This is an optimization exercise on Yosys and OpenROAD, whose aim is small area, a short achievable clock period and few clock cycles per item, not a production implementation. At most, simulation tests tie the RTL to the original design; equivalence was not proved.

## before
==> flow/design.v (excerpt) <==
module hsl_conv (
    input  wire       clk,
    input  wire       rst,
    input  wire       in_valid,
    output wire       in_ready,
    input  wire [7:0] in_r,
    input  wire [7:0] in_g,
    input  wire [7:0] in_b,
    output reg        out_valid,
    output reg  [8:0] out_hue,
    output reg  [9:0] out_sat,
    output reg  [9:0] out_light
);
    localparam [11:0] CUT = 12'b000100100010;    
    assign in_ready = 1'b1;
    reg       v0;
    reg [7:0] r0, g0, b0;
    always @(posedge clk) begin
        if (rst) v0 <= 1'b0;
        else     v0 <= in_valid;
        r0 <= in_r;
        g0 <= in_g;
        b0 <= in_b;
    end
    wire        v_a   [0:11], v   [0:11];
    wire [8:0]  s_a   [0:11], s   [0:11];    
    wire [7:0]  d_a   [0:1],  d   [0:1];
    wire [7:0]  e_a   [0:1],  e   [0:1];
    wire [2:0]  sec_a [0:6],  sec [0:6];     
    wire [7:0]  sR_a  [1:11], sR  [1:11];    
    wire [9:0]  sNQ_a [1:11], sNQ [1:11];    
    wire [7:0]  sD_a  [1:11], sD  [1:11];    
    wire [7:0]  hR_a  [1:6],  hR  [1:6];
    wire [5:0]  hNQ_a [1:6],  hNQ [1:6];
    wire [7:0]  hD_a  [1:6],  hD  [1:6];
    wire [8:0]  hue_a [7:11], hue [7:11];
    wire rg = (r0 >= g0);
    wire rb = (r0 >= b0);
    wire gb = (g0 >= b0);
    wire maxr = rg & rb;
    wire maxg = ~maxr & gb;
    wire pos  = maxr ? gb : (maxg ? ~rb : rg);
    wire [7:0] M = maxr ? r0 : (maxg ? g0 : b0);
    wire [7:0] Y = maxr ? g0 : (maxg ? b0 : r0);
    wire [7:0] Z = maxr ? b0 : (maxg ? r0 : g0);
    wire [7:0] mid = pos ? Y : Z;
    wire [7:0] mn  = pos ? Z : Y;
    assign v_a[0]   = v0;
    assign d_a[0]   = M - mn;
    assign e_a[0]   = mid - mn;
    assign s_a[0]   = {1'b0, M} + {1'b0, mn};
    assign sec_a[0] = {maxr, maxg, pos};
    wire [8:0]  s1   = s[0];
    wire [7:0]  d1   = d[0];
    wire [7:0]  e1   = e[0];
    wire        pos1 = sec[0][0];
    wire [7:0]  D    = s1[8] ? ~s1[7:0] - 8'd1 : s1[7:0];    
    wire [17:0] Ns   = {d1, 10'd0} - {d1, 4'd0} - {d1, 3'd0} + D[7:1];
    wire [7:0]  dn   = d1 - {7'd0, ~pos1};
  ...
Size in the first run: about 220 flip-flops, about 0.016 mm² of cells after synthesis.
==> module hsl_conv, before the edit <==
module hsl_conv (
    input  wire       clk,
    input  wire       rst,
    input  wire       in_valid,
    output wire       in_ready,
    input  wire [7:0] in_r,
    input  wire [7:0] in_g,
    input  wire [7:0] in_b,
    output reg        out_valid,
    output reg  [8:0] out_hue,
    output reg  [9:0] out_sat,
    output reg  [9:0] out_light
);
    localparam [11:0] CUT = 12'b000100100010;    
    assign in_ready = 1'b1;
    reg       v0;
    reg [7:0] r0, g0, b0;
    always @(posedge clk) begin
        if (rst) v0 <= 1'b0;
        else     v0 <= in_valid;
        r0 <= in_r;
        g0 <= in_g;
        b0 <= in_b;
    end
    wire        v_a   [0:11], v   [0:11];
    wire [8:0]  s_a   [0:11], s   [0:11];    
    wire [7:0]  d_a   [0:1],  d   [0:1];
    wire [7:0]  e_a   [0:1],  e   [0:1];
    wire [2:0]  sec_a [0:6],  sec [0:6];     
    wire [7:0]  sR_a  [1:11], sR  [1:11];    
    wire [9:0]  sNQ_a [1:11], sNQ [1:11];    
    wire [7:0]  sD_a  [1:11], sD  [1:11];    
    wire [7:0]  hR_a  [1:6],  hR  [1:6];
    wire [5:0]  hNQ_a [1:6],  hNQ [1:6];
    wire [7:0]  hD_a  [1:6],  hD  [1:6];
    wire [8:0]  hue_a [7:11], hue [7:11];
    wire rg = (r0 >= g0);
    wire rb = (r0 >= b0);
    wire gb = (g0 >= b0);
    wire maxr = rg & rb;
    wire maxg = ~maxr & gb;
    wire pos  = maxr ? gb : (maxg ? ~rb : rg);
    wire [7:0] M = maxr ? r0 : (maxg ? g0 : b0);
    wire [7:0] Y = maxr ? g0 : (maxg ? b0 : r0);
    wire [7:0] Z = maxr ? b0 : (maxg ? r0 : g0);
    wire [7:0] mid = pos ? Y : Z;
    wire [7:0] mn  = pos ? Z : Y;
    assign v_a[0]   = v0;
    assign d_a[0]   = M - mn;
    assign e_a[0]   = mid - mn;
    assign s_a[0]   = {1'b0, M} + {1'b0, mn};
    assign sec_a[0] = {maxr, maxg, pos};
    wire [8:0]  s1   = s[0];
    wire [7:0]  d1   = d[0];
    wire [7:0]  e1   = e[0];
    wire        pos1 = sec[0][0];
    wire [7:0]  D    = s1[8] ? ~s1[7:0] - 8'd1 : s1[7:0];    
    wire [17:0] Ns   = {d1, 10'd0} - {d1, 4'd0} - {d1, 3'd0} + D[7:1];
    wire [7:0]  dn   = d1 - {7'd0, ~pos1};
    wire [13:0] Nh   = {e1, 6'd0} - {e1, 2'd0} + dn[7:1];
    assign v_a[1]   = v[0];
    assign s_a[1]   = s1;
    assign d_a[1]   = d1;
    assign e_a[1]   = e1;
    assign sec_a[1] = sec[0];
    assign sR_a[1]  = Ns[17:10];
    assign sNQ_a[1] = Ns[9:0];
    assign sD_a[1]  = {D[7:1], D[0] | (D == 8'd0)};
    assign hR_a[1]  = Nh[13:6];
    assign hNQ_a[1] = Nh[5:0];
    assign hD_a[1]  = {d1[7:1], d1[0] | (d1 == 8'd0)};
    genvar k;
    generate
        for (k = 2; k <= 11; k = k + 1) begin : step
            wire [8:0] sT  = {sR[k-1], sNQ[k-1][9]};
            wire [8:0] sDf = sT - {1'b0, sD[k-1]};
            wire       sge = ~sDf[8];
            assign sR_a[k]  = sge ? sDf[7:0] : sT[7:0];
            assign sNQ_a[k] = {sNQ[k-1][8:0], sge};
            assign sD_a[k]  = sD[k-1];
            assign v_a[k]   = v[k-1];
            assign s_a[k]   = s[k-1];
            if (k <= 7) begin : h
                wire [8:0] hT  = {hR[k-1], hNQ[k-1][5]};
                wire [8:0] hDf = hT - {1'b0, hD[k-1]};
                wire       hge = ~hDf[8];
                wire [7:0] hRn = hge ? hDf[7:0] : hT[7:0];
                wire [5:0] hNn = {hNQ[k-1][4:0], hge};
                wire [2:0] sc  = sec[k-1];
                if (k < 7) begin : mid_
                    assign hR_a[k]  = hRn;
                    assign hNQ_a[k] = hNn;
                    assign hD_a[k]  = hD[k-1];
                    assign sec_a[k] = sc;
                end else begin : last
                    wire [8:0] base = sc[2] ? (sc[0] ? 9'd0 : 9'd360)
                                            : (sc[1] ? 9'd120 : 9'd240);
                    wire [8:0] hsum = sc[0] ? base + {3'd0, hNn} : base - {3'd0, hNn};
                    assign hue_a[k] = (hsum == 9'd360) ? 9'd0 : hsum;
                end
            end else begin : hp
                assign hue_a[k] = hue[k-1];
            end
        end
        for (k = 0; k <= 11; k = k + 1) begin : pipe
            if (CUT[k]) begin : r
                reg v_q;
                always @(posedge clk) begin
                    if (rst) v_q <= 1'b0;
                    else     v_q <= v_a[k];
                end
                assign v[k] = v_q;
            end else begin : w
                assign v[k] = v_a[k];
            end
            if (CUT[k]) begin : rs
                reg [8:0] q;
                always @(posedge clk) q <= s_a[k];
                assign s[k] = q;
            end else begin : ws
                assign s[k] = s_a[k];
            end
            if (k <= 1) begin : de
                if (CUT[k]) begin : r
                    reg [7:0] dq, eq;
                    always @(posedge clk) begin dq <= d_a[k]; eq <= e_a[k]; end
                    assign d[k] = dq; assign e[k] = eq;
                end else begin : w
                    assign d[k] = d_a[k]; assign e[k] = e_a[k];
                end
            end
            if (k <= 6) begin : sc
                if (CUT[k]) begin : r
                    reg [2:0] q;
                    always @(posedge clk) q <= sec_a[k];
                    assign sec[k] = q;
                end else begin : w
                    assign sec[k] = sec_a[k];
                end
            end
            if (k >= 1) begin : sd
                if (CUT[k]) begin : r
                    reg [7:0] rq, dq;
                    reg [9:0] nq;
                    always @(posedge clk) begin rq <= sR_a[k]; nq <= sNQ_a[k]; dq <= sD_a[k]; end
                    assign sR[k] = rq; assign sNQ[k] = nq; assign sD[k] = dq;
                end else begin : w
                    assign sR[k] = sR_a[k]; assign sNQ[k] = sNQ_a[k]; assign sD[k] = sD_a[k];
                end
            end
            if (k >= 1 && k <= 6) begin : hd
                if (CUT[k]) begin : r
                    reg [7:0] rq, dq;
                    reg [5:0] nq;
                    always @(posedge clk) begin rq <= hR_a[k]; nq <= hNQ_a[k]; dq <= hD_a[k]; end
                    assign hR[k] = rq; assign hNQ[k] = nq; assign hD[k] = dq;
                end else begin : w
                    assign hR[k] = hR_a[k]; assign hNQ[k] = hNQ_a[k]; assign hD[k] = hD_a[k];
                end
            end
            if (k >= 7) begin : hu
                if (CUT[k] && k < 11) begin : r
                    reg [8:0] q;
                    always @(posedge clk) q <= hue_a[k];
                    assign hue[k] = q;
                end else begin : w
                    assign hue[k] = hue_a[k];
                end
            end
        end
    endgenerate
    wire [8:0]  sl = s_a[11];
    wire [17:0] lt = {sl, 8'd0} + {sl, 6'd0} + sl + 18'd4136;
    wire [9:0]  light = {sl, 1'b0} - lt[17:13];
    always @(posedge clk) begin
        if (rst) out_valid <= 1'b0;
        else     out_valid <= v_a[11];
        out_hue   <= hue_a[11];
        out_sat   <= sNQ_a[11];
        out_light <= light;
    end
endmodule
Settings: LEC_CHECK=0, ABC_AREA=1, CAP_MARGIN=20, CORE_MARGIN=2, CORE_UTILIZATION=40, SLEW_MARGIN=20; clock period 35.0 ns.
run.sh (not shown) runs the stock make flow with config.mk's settings and CLKGATE_MAP_FILE= SYNTH_SCRIPT=/design/flow/synth_recipe.tcl, a recipe that flattens the netlist after the stock synthesis.
#### Input delta (after over before)
--- a/flow/design.v
+++ b/flow/design.v
@@ -9,11 +9,11 @@
     output reg        out_valid,
     output reg  [8:0] out_hue,
     output reg  [9:0] out_sat,
     output reg  [9:0] out_light
 );
-    localparam [11:0] CUT = 12'b000100100010;    
+    localparam [11:0] CUT = 12'b000010001001;    
     assign in_ready = 1'b1;
     reg       v0;
     reg [7:0] r0, g0, b0;
     always @(posedge clk) begin
         if (rst) v0 <= 1'b0;
Results
Taking before as the reference, in after largest net degree at the start of global routing shows an increase of 6.3%, setup slack shows a reduction of 0.10 ns.
As of after, synthesized instance count had fallen by a few percent compared to before.
Clock period minus final worst setup slack for after is higher than for before.
Compared with before, after improves worst hold slack across all endpoints.
Taking before as the reference, in after sum of routed wire length over all layers fell by about 5.7%, sequential share of layout area fell by 2.0 points, total placed cells including tap cells fell by about 5%, clock transition at the registers of the reported paths stayed essentially flat, number of nets at the end of the flow fell by 3.5%.
before -> after: detail-routed via count per cell increased slightly
Testbench counts of after, summed over its fixed seeds: cycles 8,040, items 8,000.
No functional check of the RTL was part of before.

[static timing again, ports no longer ideal]
How much do the figures lean on ideal ports? The routed layouts below were timed once more, with nothing changed but the port constraints. Step 1: set_driving_cell puts a clkbuf_16 on clk and a buf_2 on each other input, an assumption about the parent block. Step 2 adds t to the input delays and takes it off the output delays; t is the mean of the earliest and latest rising clock arrival at the registers after step 1. Input paths then give back, and output paths get back, about the clock's delay inside the block. Slacks: no drivers / after step 1 / after step 2; pairs: no drivers / after step 1.
| run | t, ns | setup slack, ns | latest minus earliest clock arrival (ns) | worst register clock-pin slew, ns | cell pins on the clock port's net |
|---|---|---|---|---|---|
| before | 0.595 | 26.607 / 26.558 / 27.153 | 0.013 / 0.013 | 0.06 / 0.06 | 1 |
| after | 0.503 | 26.506 / 26.506 / 26.506 | 0.020 / 0.020 | 0.08 / 0.08 | 1 |
After both steps setup and hold are still met in every run listed.
